This design comes from an exercise in tuning for small area on the open sky130 flow, not from production work. Function was checked by simulation only, so behaviour that the tests miss may differ from the original. No activity file was given, so power comes from the tool's default toggle rates.

==> inputs of lagoon <==
Design cklink, start of the top module:
module cklink (
    input             clk,
    input             rst,
    input             cmd_valid,
    input      [23:0] cmd_word,
    output            cmd_ready,
    output reg        rsp_valid,
    output     [15:0] rsp_word,
    output            busy,
    output            mem_req,
    output            mem_we,
    output reg [15:0] mem_addr,
    output     [7:0]  mem_wdata,
    input             mem_ack,
    input      [7:0]  mem_rdata,
    output            tx_valid,
    output reg [7:0]  tx_data,
    input             tx_ready,
    input             rx_valid,
    input      [7:0]  rx_data,
    output            rx_pop,
    input      [31:0] now_ms
);
==> flow/config.mk <==
export PLATFORM = sky130hd
export DESIGN_NAME = cklink
export DESIGN_NICKNAME = cklink
export VERILOG_FILES = /design/flow/design.v
export SDC_FILE = /design/flow/constraint.sdc
export NUM_CORES = 4
export LEC_CHECK = 0
export ABC_AREA = 1
export ABC_CLOCK_PERIOD_IN_PS = 10000
export CAP_MARGIN = 20
export CORE_MARGIN = 2
export CORE_UTILIZATION = 70
export SETUP_SLACK_MARGIN = 0.2
export SLEW_MARGIN = 20
==> flow/constraint.sdc <==
create_clock -name core_clock -period 10.0 [get_ports {clk}]
set_input_delay 2.0000 -clock core_clock [delete_from_list [all_inputs] [get_ports {clk}]]
set_output_delay 2.0000 -clock core_clock [all_outputs]
set_load 0.01 [all_outputs]
standard.sh (not shown) runs the stock make flow with config.mk's settings and CLKGATE_MAP_FILE= SYNTH_SCRIPT=/design/flow/synth_recipe.tcl, a recipe that flattens the netlist after the stock synthesis.
==> flow/flow/run.sh <==
#!/bin/bash
# ORFS layout with the standard synthesis script and standard floorplan,
# power grid and taps, and these changes:
#  - synthesis maps the logic with an area-oriented ABC script (abc_area.script:
#    amap, no buffering or upsizing); registers are mapped as in the standard flow,
#  - ports are buffered with the smallest buffer instead of clkdlybuf4s50_1,
#  - CTS uses clkbuf_8 with clusters of up to 16 sinks and inserts no dummy loads,
#  - cells off the critical paths are downsized before detailed placement.
# Each make run's full output goes to a log file here; ORFS keeps each tool's
# log under orfs/logs.
set -euo pipefail
here=$(pwd)
rm -rf "$here/scripts_abc"
cp -r "$FLOW_HOME/scripts" "$here/scripts_abc"
cp "$here/flow/abc_area.script" "$here/scripts_abc/abc_area.script"
bash standard.sh "SCRIPTS_DIR=$here/scripts_abc" synth > "$here/run_synth.log" 2>&1
bash standard.sh \
  "BUFFER_PORTS_ARGS=-buffer_cell sky130_fd_sc_hd__buf_1" \
  "CTS_ARGS=-sink_clustering_enable -repair_clock_nets -dont_use_dummy_load -buf_list sky130_fd_sc_hd__clkbuf_8 -sink_clustering_size 16 -sink_clustering_max_diameter 60" \
  "PRE_DETAIL_PLACE_TCL=$here/flow/recover.tcl" \
  finish > "$here/run_layout.log" 2>&1
==> flow/flow/abc_area.script <==
strash
dch -f
amap -F 10 -A 20
strash
dch -f
amap -F 10 -A 20
topo
stime -c
dnsize -c
==> flow/flow/recover.tcl <==
# Downsize cells on paths with timing slack before detailed placement.
estimate_parasitics -placement
repair_timing -recover_power 100
==> inputs of nickel, as changes to lagoon <==
==> flow/flow/run.sh (replaced) <==
#!/bin/bash
# Standard ORFS layout (standard synthesis, floorplan, power grid and taps),
# with three changes:
#  - ports are buffered with the smallest buffer instead of clkdlybuf4s50_1,
#  - CTS uses clkbuf_4 and inserts no dummy loads,
#  - cells off the critical paths are downsized before detailed placement.
set -euo pipefail
here=$(pwd)
bash standard.sh \
  "BUFFER_PORTS_ARGS=-buffer_cell sky130_fd_sc_hd__buf_1" \
  "CTS_ARGS=-sink_clustering_enable -repair_clock_nets -dont_use_dummy_load -buf_list sky130_fd_sc_hd__clkbuf_4" \
  "PRE_DETAIL_PLACE_TCL=$here/flow/recover.tcl" \
  finish > "$here/run_standard.log" 2>&1
--- a/flow/config.mk
+++ b/flow/config.mk
@@ -12,3 +12,2 @@
 export CORE_UTILIZATION = 70
-export SETUP_SLACK_MARGIN = 0.2
 export SLEW_MARGIN = 20
removed: flow/flow/abc_area.script
==> summary of the runs <==
- Between nickel and lagoon, the lower maximum frequency is in nickel (gap about 0.9%, measured against lagoon).
- Of lagoon and nickel, nickel has the higher die area (gap about 10%, measured against nickel).
- Between lagoon and nickel, the lower clock-buffer cell count is in lagoon (gap 39).
- Of nickel and lagoon, nickel has the higher synthesized cell count (gap 36%, measured against lagoon).
- Against lagoon, the via count of nickel is larger by 11%.
==> figures <==
item	lagoon	nickel
Status	finished clean	finished clean
Number of inverters outside the clock class in the layout	145	181
Skew-Pair Late Insertion Delay	0.57 ns	0.73 ns
GR Util met1	58.4%	56.3%
Cell depth of the worst flop-to-flop path	44	39
Inserted tap cell count	220	234
Initial Util	71.3%	70.9%
Worst Min Path Start	result_len[4]	index[7]
Startpoint of the worst setup timing path	st[2]	st[1]
Vias/cell	7.44	6.54
Sequential cell area	6410 µm²	6410 µm²

---

==> harbor <==
Another version of the RTL of cklink (not shown whole).
==> flow/config.mk <==
export PLATFORM = sky130hd
export DESIGN_NAME = cklink
export DESIGN_NICKNAME = cklink
export VERILOG_FILES = /design/flow/design.v
export SDC_FILE = /design/flow/constraint.sdc
export NUM_CORES = 4
export LEC_CHECK = 0
export ABC_AREA = 1
export ABC_CLOCK_PERIOD_IN_PS = 10000
export CAP_MARGIN = 20
export CORE_MARGIN = 2
export CORE_UTILIZATION = 70
export SETUP_SLACK_MARGIN = 0.2
export SLEW_MARGIN = 20
==> flow/constraint.sdc <==
create_clock -name core_clock -period 10.0 [get_ports {clk}]
set_input_delay 2.0000 -clock core_clock [delete_from_list [all_inputs] [get_ports {clk}]]
set_output_delay 2.0000 -clock core_clock [all_outputs]
set_load 0.01 [all_outputs]
==> flow/flow/run.sh <==
#!/bin/bash
# ORFS layout with the standard synthesis script and standard floorplan,
# power grid and taps, and these changes:
#  - synthesis maps the logic with an area-oriented ABC script (abc_area.script:
#    amap, no buffering or upsizing); registers are mapped as in the standard flow,
#  - ports are buffered with the smallest buffer instead of clkdlybuf4s50_1,
#  - CTS uses clkbuf_8 with clusters of up to 16 sinks and inserts no dummy loads,
#  - cells off the critical paths are downsized before detailed placement.
# Each make run's full output goes to a log file here; ORFS keeps each tool's
# log under orfs/logs.
set -euo pipefail
here=$(pwd)
rm -rf "$here/scripts_abc"
cp -r "$FLOW_HOME/scripts" "$here/scripts_abc"
cp "$here/flow/abc_area.script" "$here/scripts_abc/abc_area.script"
bash standard.sh "SCRIPTS_DIR=$here/scripts_abc" synth > "$here/run_synth.log" 2>&1
bash standard.sh \
  "BUFFER_PORTS_ARGS=-buffer_cell sky130_fd_sc_hd__buf_1" \
  "CTS_ARGS=-sink_clustering_enable -repair_clock_nets -dont_use_dummy_load -buf_list sky130_fd_sc_hd__clkbuf_8 -sink_clustering_size 16 -sink_clustering_max_diameter 60" \
  "PRE_DETAIL_PLACE_TCL=$here/flow/recover.tcl" \
  finish > "$here/run_layout.log" 2>&1
==> flow/flow/abc_area.script <==
strash
dch -f
amap -F 10 -A 20
strash
dch -f
amap -F 10 -A 20
topo
stime -c
dnsize -c
Scripts as last shown in full above: flow/flow/recover.tcl
==> inputs of ember, as changes to harbor <==
--- a/flow/design.v
+++ b/flow/design.v
@@ -33,10 +33,11 @@
                      S_THDR   = 5'd9,
                      S_TSEGB  = 5'd10,
                      S_TSEGL  = 5'd11,
                      S_TPAY   = 5'd12,
                      S_TTRL   = 5'd13,
+                     S_RAWAIT = 5'd14,
                      S_RHDR   = 5'd15,
                      S_RPAY   = 5'd16,
                      S_RTRL   = 5'd17,
                      S_RETRY  = 5'd18,
                      S_DRAIN  = 5'd19;
@@ -48,10 +49,11 @@
     reg [15:0] acc;
     reg [7:0]  index;
     reg        started;
     reg        match;
     reg [4:0]  st;
+    reg [3:0]  rsel;        
     reg [15:0] cnt;         
     reg [1:0]  k;           
     reg [10:0] tmr;         
     reg        ms_prev;
     reg        hs;          
@@ -70,10 +72,11 @@
     wire s_thdr   = (st == S_THDR);
     wire s_tsegb  = (st == S_TSEGB);
     wire s_tsegl  = (st == S_TSEGL);
     wire s_tpay   = (st == S_TPAY);
     wire s_ttrl   = (st == S_TTRL);
+    wire s_rawait = (st == S_RAWAIT);
     wire s_rhdr   = (st == S_RHDR);
     wire s_rpay   = (st == S_RPAY);
     wire s_rtrl   = (st == S_RTRL);
     wire s_retry  = (st == S_RETRY);
     wire s_drain  = (st == S_DRAIN);
@@ -119,18 +122,14 @@
             S_TSUM:  sel = hs ? RD_FIVE : {1'b0, k, 1'b1};
             S_TSEGB: sel = {1'b0, k, 1'b0};
             S_TSEGL: sel = hs ? RD_FIVE : {1'b0, k, 1'b1};
             S_RHDR:  sel = RD_RXBASE;
             S_THDR:  sel = k[0] ? RD_INDEX : RD_ONES;    
-            S_RTRL:  sel = hs ? RD_ZERO : RD_RESULT;
-            S_IDLE:  sel = (cmd_op == 4'h6) ? cmd_r :
-                           (cmd_op == 4'h3) ? RD_ACC :
-                           (cmd_op == 4'h4) ? RD_MATCH : RD_ZERO;
-            default: sel = RD_ONES;
+            S_HSWAIT, S_HSTR, S_HWAIT, S_TPAY, S_RPAY: sel = RD_ONES;
+            default: sel = rsel;
         endcase
     end
-    wire acc_eq = (acc == cmd_arg);
     reg [15:0] rd;
     always @(*) begin
         case (sel)
             4'd0:  rd = r0;
             4'd1:  rd = r1;
@@ -142,17 +141,17 @@
             4'd7:  rd = r7;
             4'd8:  rd = result_len;
             4'd9:  rd = {8'h00, index};
             4'd10: rd = acc;
             4'd11: rd = {14'd0, match, started};
-            4'd12: rd = {15'd0, acc_eq};
+            4'd12: rd = {15'd0, match};
             4'd13: rd = 16'd5;
             4'd14: rd = 16'h0000;
             default: rd = 16'hFFFF;
         endcase
     end
-    assign rsp_word = mem_addr;
+    assign rsp_word = rd;
     wire tick = now_ms[0] ^ ms_prev;
     wire t5    = (tmr == 11'd5);
     wire t100  = (tmr == 11'd100);
     wire t250  = (tmr == 11'd250);
     wire t500  = (tmr == 11'd500);
@@ -190,16 +189,16 @@
             default: tx_data = acc[15:8];
         endcase
     end
     wire tx_fire = tx_valid && tx_ready;
     wire drain_st = s_hsdrn || s_hdrn || s_drain;
-    wire rx_st    = s_rhdr || s_rtrl || pay_rx;
+    wire rx_st    = s_rawait || s_rhdr || s_rtrl || pay_rx;
     assign rx_pop = rx_valid && (drain_st || (rx_st && (!wr_pay || mem_ack)));
     wire   rx_take = rx_valid && rx_st && (!wr_pay || mem_ack);    
-    wire rx_tmo = !rx_valid && ((s_rhdr && k == 2'd2) ? t100 : ((s_rhdr || s_rtrl || pay_rx) && t5));
+    wire rx_tmo = !rx_valid && ((s_rawait && t100) || ((s_rhdr || s_rtrl || pay_rx) && t5));
     wire tx_ck = s_thdr || s_tpay;
-    wire rx_ck = s_rhdr || s_rpay;
+    wire rx_ck = s_rawait || s_rhdr || s_rpay;
     wire [7:0]  ck_b   = tx_ck ? tx_data : rx_ck ? rx_data :
                          s_idle ? cmd_arg[7:0] : 8'h00;
     wire [15:0] ck_upd = {acc[7:0] ^ ck_b, acc[15:8]};
     assign mem_wdata = ck_b;         
     wire        wr_reg = cmd_fire && (cmd_op == 4'h5);
@@ -225,27 +224,27 @@
     wire        cnt_add   = s_tsum || s_tsegl || (s_hswait && t1100) ||
                             (s_hstr && tx_ready && !step_wait) || (s_hwait && step_done) ||
                             (pay_tx && tx_fire) || (pay_rx && rx_take);
     always @(posedge clk)
         if (cnt_shift || cnt_add) cnt <= cnt_shift ? {cnt[7:0], rx_data} : cnt_sum;
-    wire ck_match = (rx_data == acc[15:8]);
-    wire accept   = s_rtrl && rx_valid && k == 2'd1 && ck_match;
-    wire ma_load = s_tsegb || (s_rhdr && rx_valid && k == 2'd1) || cmd_fire || accept;
+    wire ma_load = s_tsegb || (s_rhdr && rx_valid && k == 2'd2);
     wire ma_inc  = (pay_tx && tx_fire) || (wr_pay && mem_ack && rx_valid);
     always @(posedge clk)
         if (ma_load || ma_inc) mem_addr <= ma_load ? rd : inc16(mem_addr);
     always @(posedge clk)
-        if (rst || (s_rhdr && rx_valid && k == 2'd1 && !hs))
+        if (rst || (s_rhdr && rx_valid && k == 2'd2 && !hs))
             result_len <= 16'h0;
         else if (wr_pay && mem_ack && rx_valid)
             result_len <= inc16(result_len);
     wire tmr_clr = rx_pop || rx_tmo || (s_hsdrn && !rx_valid) || (s_hstr && tx_ready && step_wait) ||
                    (s_ttrl && tx_ready && k[0]);
     always @(posedge clk) begin
         ms_prev <= now_ms[0];
         tmr     <= tmr_clr ? 11'd0 : inc11(tmr, tick);
     end
+    wire ck_match = (rx_data == acc[15:8]);
+    wire accept   = s_rtrl && rx_valid && k == 2'd1 && ck_match;
     always @(posedge clk) begin
         rsp_valid <= 1'b0;
         if (rst) begin
             index      <= 8'h00;
             started    <= 1'b0;
@@ -253,13 +252,19 @@
             st         <= S_IDLE;
         end else begin
             if (accept) index <= inc16({8'h00, index}) & 8'hFF;
             case (st)
                 S_IDLE: if (cmd_fire) begin
+                    rsel      <= RD_ZERO;
                     rsp_valid <= 1'b1;
                     case (cmd_op)
-                        4'h4: match <= acc_eq;
+                        4'h3: rsel <= RD_ACC;
+                        4'h4: begin
+                            match <= (acc == cmd_arg);
+                            rsel  <= RD_MATCH;
+                        end
+                        4'h6: rsel <= cmd_r;
                         4'h7: begin
                             rsp_valid <= 1'b0;
                             hs        <= 1'b0;
                             st        <= S_TINIT;
                         end
@@ -305,49 +310,57 @@
                         st <= S_TSEGB;
                     end
                 end
                 S_TTRL: if (tx_ready) begin
                     k <= k + 2'd1;
-                    if (k[0]) st <= S_RHDR;      
+                    if (k[0]) st <= S_RAWAIT;
+                end
+                S_RAWAIT: begin
+                    if (rx_valid) begin
+                        k  <= 2'd0;
+                        st <= (rx_data == 8'hFF) ? S_RHDR : S_RETRY;
+                    end else if (t100) begin
+                        st <= S_RETRY;
+                    end
                 end
                 S_RHDR: begin
                     if (rx_valid) begin
                         k <= k + 2'd1;           
-                        if (k == 2'd2) begin
-                            if (rx_data != 8'hFF) st <= S_RETRY;
-                        end else if (k == 2'd3) begin
+                        if (k == 2'd0) begin
                             if (rx_data != index) st <= S_RETRY;
-                        end else if (k == 2'd1) begin
+                        end else if (k == 2'd2) begin
                             st <= S_RPAY;
                         end
-                    end else if (rx_tmo) begin
+                    end else if (t5) begin
                         st <= S_RETRY;
                     end
                 end
                 S_RPAY: begin
                     if (cnt_zero) begin
                         k  <= 2'd0;
                         st <= S_RTRL;
                     end else if (rx_take) begin
                         k <= 2'd0;
-                        if (hs && k == 2'd2) hs_nz <= (rx_data != 8'h00);
+                        if (hs && k == 2'd3) hs_nz <= (rx_data != 8'h00);
                     end else if (!rx_valid && t5) begin
                         st <= S_RETRY;
                     end
                 end
                 S_RTRL: begin
                     if (rx_valid) begin
                         if (k == 2'd0) begin
                             k <= ck_match ? 2'd1 : 2'd2;
                         end else if (accept) begin
                             if (hs) begin
+                                rsel <= RD_ZERO;
                                 if (hs_nz) st <= S_HALT;
                                 else begin
                                     st        <= S_IDLE;
                                     rsp_valid <= 1'b1;
                                 end
                             end else begin
+                                rsel      <= RD_RESULT;
                                 st        <= S_IDLE;
                                 rsp_valid <= 1'b1;
                             end
                         end else begin
                             st <= S_RETRY;
==> flow/flow/run.sh (replaced) <==
#!/bin/bash
# ORFS layout with the standard synthesis script and standard floorplan,
# power grid and taps, and these changes:
#  - synthesis maps the logic with an area-oriented ABC script (abc_area.script:
#    amap, no buffering or upsizing); registers are mapped as in the standard flow,
#  - ports are buffered with the smallest buffer instead of clkdlybuf4s50_1,
#  - CTS uses clkbuf_4 and inserts no dummy loads,
#  - cells off the critical paths are downsized before detailed placement.
# Each make run's full output goes to a log file here; ORFS keeps each tool's
# log under orfs/logs.
set -euo pipefail
here=$(pwd)
rm -rf "$here/scripts_abc"
cp -r "$FLOW_HOME/scripts" "$here/scripts_abc"
cp "$here/flow/abc_area.script" "$here/scripts_abc/abc_area.script"
bash standard.sh "SCRIPTS_DIR=$here/scripts_abc" synth > "$here/run_synth.log" 2>&1
bash standard.sh \
  "BUFFER_PORTS_ARGS=-buffer_cell sky130_fd_sc_hd__buf_1" \
  "CTS_ARGS=-sink_clustering_enable -repair_clock_nets -dont_use_dummy_load -buf_list sky130_fd_sc_hd__clkbuf_4" \
  "PRE_DETAIL_PLACE_TCL=$here/flow/recover.tcl" \
  finish > "$here/run_layout.log" 2>&1
==> flow/flow/abc_area.script (replaced) <==
strash
dch -f
amap -F 10 -A 20
topo
stime -c
dnsize -c
==> inputs of sierra, as changes to harbor <==
--- a/flow/design.v
+++ b/flow/design.v
@@ -33,10 +33,11 @@
                      S_THDR   = 5'd9,
                      S_TSEGB  = 5'd10,
                      S_TSEGL  = 5'd11,
                      S_TPAY   = 5'd12,
                      S_TTRL   = 5'd13,
+                     S_RAWAIT = 5'd14,
                      S_RHDR   = 5'd15,
                      S_RPAY   = 5'd16,
                      S_RTRL   = 5'd17,
                      S_RETRY  = 5'd18,
                      S_DRAIN  = 5'd19;
@@ -48,10 +49,11 @@
     reg [15:0] acc;
     reg [7:0]  index;
     reg        started;
     reg        match;
     reg [4:0]  st;
+    reg [3:0]  rsel;        
     reg [15:0] cnt;         
     reg [1:0]  k;           
     reg [10:0] tmr;         
     reg        ms_prev;
     reg        hs;          
@@ -70,10 +72,11 @@
     wire s_thdr   = (st == S_THDR);
     wire s_tsegb  = (st == S_TSEGB);
     wire s_tsegl  = (st == S_TSEGL);
     wire s_tpay   = (st == S_TPAY);
     wire s_ttrl   = (st == S_TTRL);
+    wire s_rawait = (st == S_RAWAIT);
     wire s_rhdr   = (st == S_RHDR);
     wire s_rpay   = (st == S_RPAY);
     wire s_rtrl   = (st == S_RTRL);
     wire s_retry  = (st == S_RETRY);
     wire s_drain  = (st == S_DRAIN);
@@ -119,18 +122,14 @@
             S_TSUM:  sel = hs ? RD_FIVE : {1'b0, k, 1'b1};
             S_TSEGB: sel = {1'b0, k, 1'b0};
             S_TSEGL: sel = hs ? RD_FIVE : {1'b0, k, 1'b1};
             S_RHDR:  sel = RD_RXBASE;
             S_THDR:  sel = k[0] ? RD_INDEX : RD_ONES;    
-            S_RTRL:  sel = hs ? RD_ZERO : RD_RESULT;
-            S_IDLE:  sel = (cmd_op == 4'h6) ? cmd_r :
-                           (cmd_op == 4'h3) ? RD_ACC :
-                           (cmd_op == 4'h4) ? RD_MATCH : RD_ZERO;
-            default: sel = RD_ONES;
+            S_HSWAIT, S_HSTR, S_HWAIT, S_TPAY, S_RPAY: sel = RD_ONES;
+            default: sel = rsel;
         endcase
     end
-    wire acc_eq = (acc == cmd_arg);
     reg [15:0] rd;
     always @(*) begin
         case (sel)
             4'd0:  rd = r0;
             4'd1:  rd = r1;
@@ -142,17 +141,17 @@
             4'd7:  rd = r7;
             4'd8:  rd = result_len;
             4'd9:  rd = {8'h00, index};
             4'd10: rd = acc;
             4'd11: rd = {14'd0, match, started};
-            4'd12: rd = {15'd0, acc_eq};
+            4'd12: rd = {15'd0, match};
             4'd13: rd = 16'd5;
             4'd14: rd = 16'h0000;
             default: rd = 16'hFFFF;
         endcase
     end
-    assign rsp_word = mem_addr;
+    assign rsp_word = rd;
     wire tick = now_ms[0] ^ ms_prev;
     wire t5    = (tmr == 11'd5);
     wire t100  = (tmr == 11'd100);
     wire t250  = (tmr == 11'd250);
     wire t500  = (tmr == 11'd500);
@@ -190,16 +189,16 @@
             default: tx_data = acc[15:8];
         endcase
     end
     wire tx_fire = tx_valid && tx_ready;
     wire drain_st = s_hsdrn || s_hdrn || s_drain;
-    wire rx_st    = s_rhdr || s_rtrl || pay_rx;
+    wire rx_st    = s_rawait || s_rhdr || s_rtrl || pay_rx;
     assign rx_pop = rx_valid && (drain_st || (rx_st && (!wr_pay || mem_ack)));
     wire   rx_take = rx_valid && rx_st && (!wr_pay || mem_ack);    
-    wire rx_tmo = !rx_valid && ((s_rhdr && k == 2'd2) ? t100 : ((s_rhdr || s_rtrl || pay_rx) && t5));
+    wire rx_tmo = !rx_valid && ((s_rawait && t100) || ((s_rhdr || s_rtrl || pay_rx) && t5));
     wire tx_ck = s_thdr || s_tpay;
-    wire rx_ck = s_rhdr || s_rpay;
+    wire rx_ck = s_rawait || s_rhdr || s_rpay;
     wire [7:0]  ck_b   = tx_ck ? tx_data : rx_ck ? rx_data :
                          s_idle ? cmd_arg[7:0] : 8'h00;
     wire [15:0] ck_upd = {acc[7:0] ^ ck_b, acc[15:8]};
     assign mem_wdata = ck_b;         
     wire        wr_reg = cmd_fire && (cmd_op == 4'h5);
@@ -225,27 +224,27 @@
     wire        cnt_add   = s_tsum || s_tsegl || (s_hswait && t1100) ||
                             (s_hstr && tx_ready && !step_wait) || (s_hwait && step_done) ||
                             (pay_tx && tx_fire) || (pay_rx && rx_take);
     always @(posedge clk)
         if (cnt_shift || cnt_add) cnt <= cnt_shift ? {cnt[7:0], rx_data} : cnt_sum;
-    wire ck_match = (rx_data == acc[15:8]);
-    wire accept   = s_rtrl && rx_valid && k == 2'd1 && ck_match;
-    wire ma_load = s_tsegb || (s_rhdr && rx_valid && k == 2'd1) || cmd_fire || accept;
+    wire ma_load = s_tsegb || (s_rhdr && rx_valid && k == 2'd2);
     wire ma_inc  = (pay_tx && tx_fire) || (wr_pay && mem_ack && rx_valid);
     always @(posedge clk)
         if (ma_load || ma_inc) mem_addr <= ma_load ? rd : inc16(mem_addr);
     always @(posedge clk)
-        if (rst || (s_rhdr && rx_valid && k == 2'd1 && !hs))
+        if (rst || (s_rhdr && rx_valid && k == 2'd2 && !hs))
             result_len <= 16'h0;
         else if (wr_pay && mem_ack && rx_valid)
             result_len <= inc16(result_len);
     wire tmr_clr = rx_pop || rx_tmo || (s_hsdrn && !rx_valid) || (s_hstr && tx_ready && step_wait) ||
                    (s_ttrl && tx_ready && k[0]);
     always @(posedge clk) begin
         ms_prev <= now_ms[0];
         tmr     <= tmr_clr ? 11'd0 : inc11(tmr, tick);
     end
+    wire ck_match = (rx_data == acc[15:8]);
+    wire accept   = s_rtrl && rx_valid && k == 2'd1 && ck_match;
     always @(posedge clk) begin
         rsp_valid <= 1'b0;
         if (rst) begin
             index      <= 8'h00;
             started    <= 1'b0;
@@ -253,13 +252,19 @@
             st         <= S_IDLE;
         end else begin
             if (accept) index <= inc16({8'h00, index}) & 8'hFF;
             case (st)
                 S_IDLE: if (cmd_fire) begin
+                    rsel      <= RD_ZERO;
                     rsp_valid <= 1'b1;
                     case (cmd_op)
-                        4'h4: match <= acc_eq;
+                        4'h3: rsel <= RD_ACC;
+                        4'h4: begin
+                            match <= (acc == cmd_arg);
+                            rsel  <= RD_MATCH;
+                        end
+                        4'h6: rsel <= cmd_r;
                         4'h7: begin
                             rsp_valid <= 1'b0;
                             hs        <= 1'b0;
                             st        <= S_TINIT;
                         end
@@ -305,49 +310,57 @@
                         st <= S_TSEGB;
                     end
                 end
                 S_TTRL: if (tx_ready) begin
                     k <= k + 2'd1;
-                    if (k[0]) st <= S_RHDR;      
+                    if (k[0]) st <= S_RAWAIT;
+                end
+                S_RAWAIT: begin
+                    if (rx_valid) begin
+                        k  <= 2'd0;
+                        st <= (rx_data == 8'hFF) ? S_RHDR : S_RETRY;
+                    end else if (t100) begin
+                        st <= S_RETRY;
+                    end
                 end
                 S_RHDR: begin
                     if (rx_valid) begin
                         k <= k + 2'd1;           
-                        if (k == 2'd2) begin
-                            if (rx_data != 8'hFF) st <= S_RETRY;
-                        end else if (k == 2'd3) begin
+                        if (k == 2'd0) begin
                             if (rx_data != index) st <= S_RETRY;
-                        end else if (k == 2'd1) begin
+                        end else if (k == 2'd2) begin
                             st <= S_RPAY;
                         end
-                    end else if (rx_tmo) begin
+                    end else if (t5) begin
                         st <= S_RETRY;
                     end
                 end
                 S_RPAY: begin
                     if (cnt_zero) begin
                         k  <= 2'd0;
                         st <= S_RTRL;
                     end else if (rx_take) begin
                         k <= 2'd0;
-                        if (hs && k == 2'd2) hs_nz <= (rx_data != 8'h00);
+                        if (hs && k == 2'd3) hs_nz <= (rx_data != 8'h00);
                     end else if (!rx_valid && t5) begin
                         st <= S_RETRY;
                     end
                 end
                 S_RTRL: begin
                     if (rx_valid) begin
                         if (k == 2'd0) begin
                             k <= ck_match ? 2'd1 : 2'd2;
                         end else if (accept) begin
                             if (hs) begin
+                                rsel <= RD_ZERO;
                                 if (hs_nz) st <= S_HALT;
                                 else begin
                                     st        <= S_IDLE;
                                     rsp_valid <= 1'b1;
                                 end
                             end else begin
+                                rsel      <= RD_RESULT;
                                 st        <= S_IDLE;
                                 rsp_valid <= 1'b1;
                             end
                         end else begin
                             st <= S_RETRY;
==> flow/run.sh (new file) <==
#!/bin/bash
# synth_recipe.tcl (not shown) runs the flow's synth.tcl, then flattens the netlist and writes it again
# the make line also repeats each setting of config.mk as NAME=value (left out here)
make -C /OpenROAD-flow-scripts/flow DESIGN_CONFIG=/design/flow/config.mk WORK_HOME=/design/flow/orfs CLKGATE_MAP_FILE= SYNTH_SCRIPT=/design/flow/synth_recipe.tcl finish
Settings changed: CTS_BUF_LIST set to sky130_fd_sc_hd__clkbuf_4, SETUP_SLACK_MARGIN 0.2 to unset.
removed: flow/flow/run.sh
removed: flow/flow/abc_area.script
removed: flow/flow/recover.tcl
removed: flow/standard.sh
==> notes.md <==
metric                                                                     sierra          harbor           ember
Result of the run                                                  finished clean  finished clean  finished clean
Number of antenna violations at the first check in global routing               1               0               2
Finished Core Util                                                         0.8141          0.7926          0.7963
Maximum number of pins on one net before global-route repair                   25              32              29
Sw power                                                                 1.885 mW        2.036 mW        1.601 mW
Non-CTS inverters                                                             181             134             143
Pre-CTS WS                                                               1.052 ns      -0.3600 ns       0.2960 ns
Register area share after synthesis                                        0.4864          0.5392          0.5434
N_diodes                                                                        1               0               3
Setup ws final                                                          0.9517 ns       0.4854 ns       0.5697 ns
Vias per std cell                                                           6.503           7.297           7.543
Layout-stage area growth over the synthesis result                         14.85%          11.56%          11.62%
Smallest hold slack                                                     0.5071 ns       0.5152 ns       0.4973 ns
Area of combinational cells with multiple inputs                     0.005886 mm2    0.004845 mm2    0.004888 mm2
Global-route track usage on met3                                           0.1260          0.1000          0.1349
Total buffers and inverters traversed by the critical path                     10               9              11
Bufs w/o clock                                                                113             166             144
Effective utilization at floorplan                                         0.7088          0.7105          0.7134
Internal portion of total power                                          2.378 mW        2.377 mW        2.016 mW
Worst ir drop on vdd                                                    0.2332 mV       0.2473 mV       0.2606 mV
Std cell rows                                                                  50              47              47
Number of sequential cells in the layout                                      228             224             228
Routing usage on met1                                                      0.5336          0.5677          0.5803
Worst R2R Setup Slack                                                     0.95 ns         0.85 ns         0.57 ns
Worst-path maximum fanout                                                      13               4               8

-- port drivers added, routing unchanged --
How much do the figures lean on ideal ports? The routed layouts below were timed once more, with nothing changed but the port constraints. Step 1 sets driving cells, clkbuf_16 on the clock port and buf_2 on the other inputs (assumed; they add their load-dependent delay and slew). Step 2 moves the port delays by t, midway between the first and last clock arrival at a register: inputs arrive t later, outputs are due t later. That takes back most of the time a late clock gives input paths. Slacks: ideal / step 1 / step 2; pairs: ideal / step 1.
run	shift t [ns]	slack for setup (ns)	clock arrival spread, ns
lagoon	0.573	0.660 / 0.660 / 0.660	0.086 / 0.086
nickel	0.740	0.573 / 0.573 / 0.573	0.073 / 0.073
harbor	0.563	0.485 / 0.505 / -0.058	0.050 / 0.050
ember	0.686	0.570 / 0.570 / 0.570	0.049 / 0.048
sierra	0.742	0.952 / 0.952 / 0.952	0.038 / 0.038
Met with ideal ports but missed after step 2: setup timing in harbor. For harbor, which loses most, drivers alone change the setup slack by +0.020 ns; drivers and shift together by -0.543 ns.
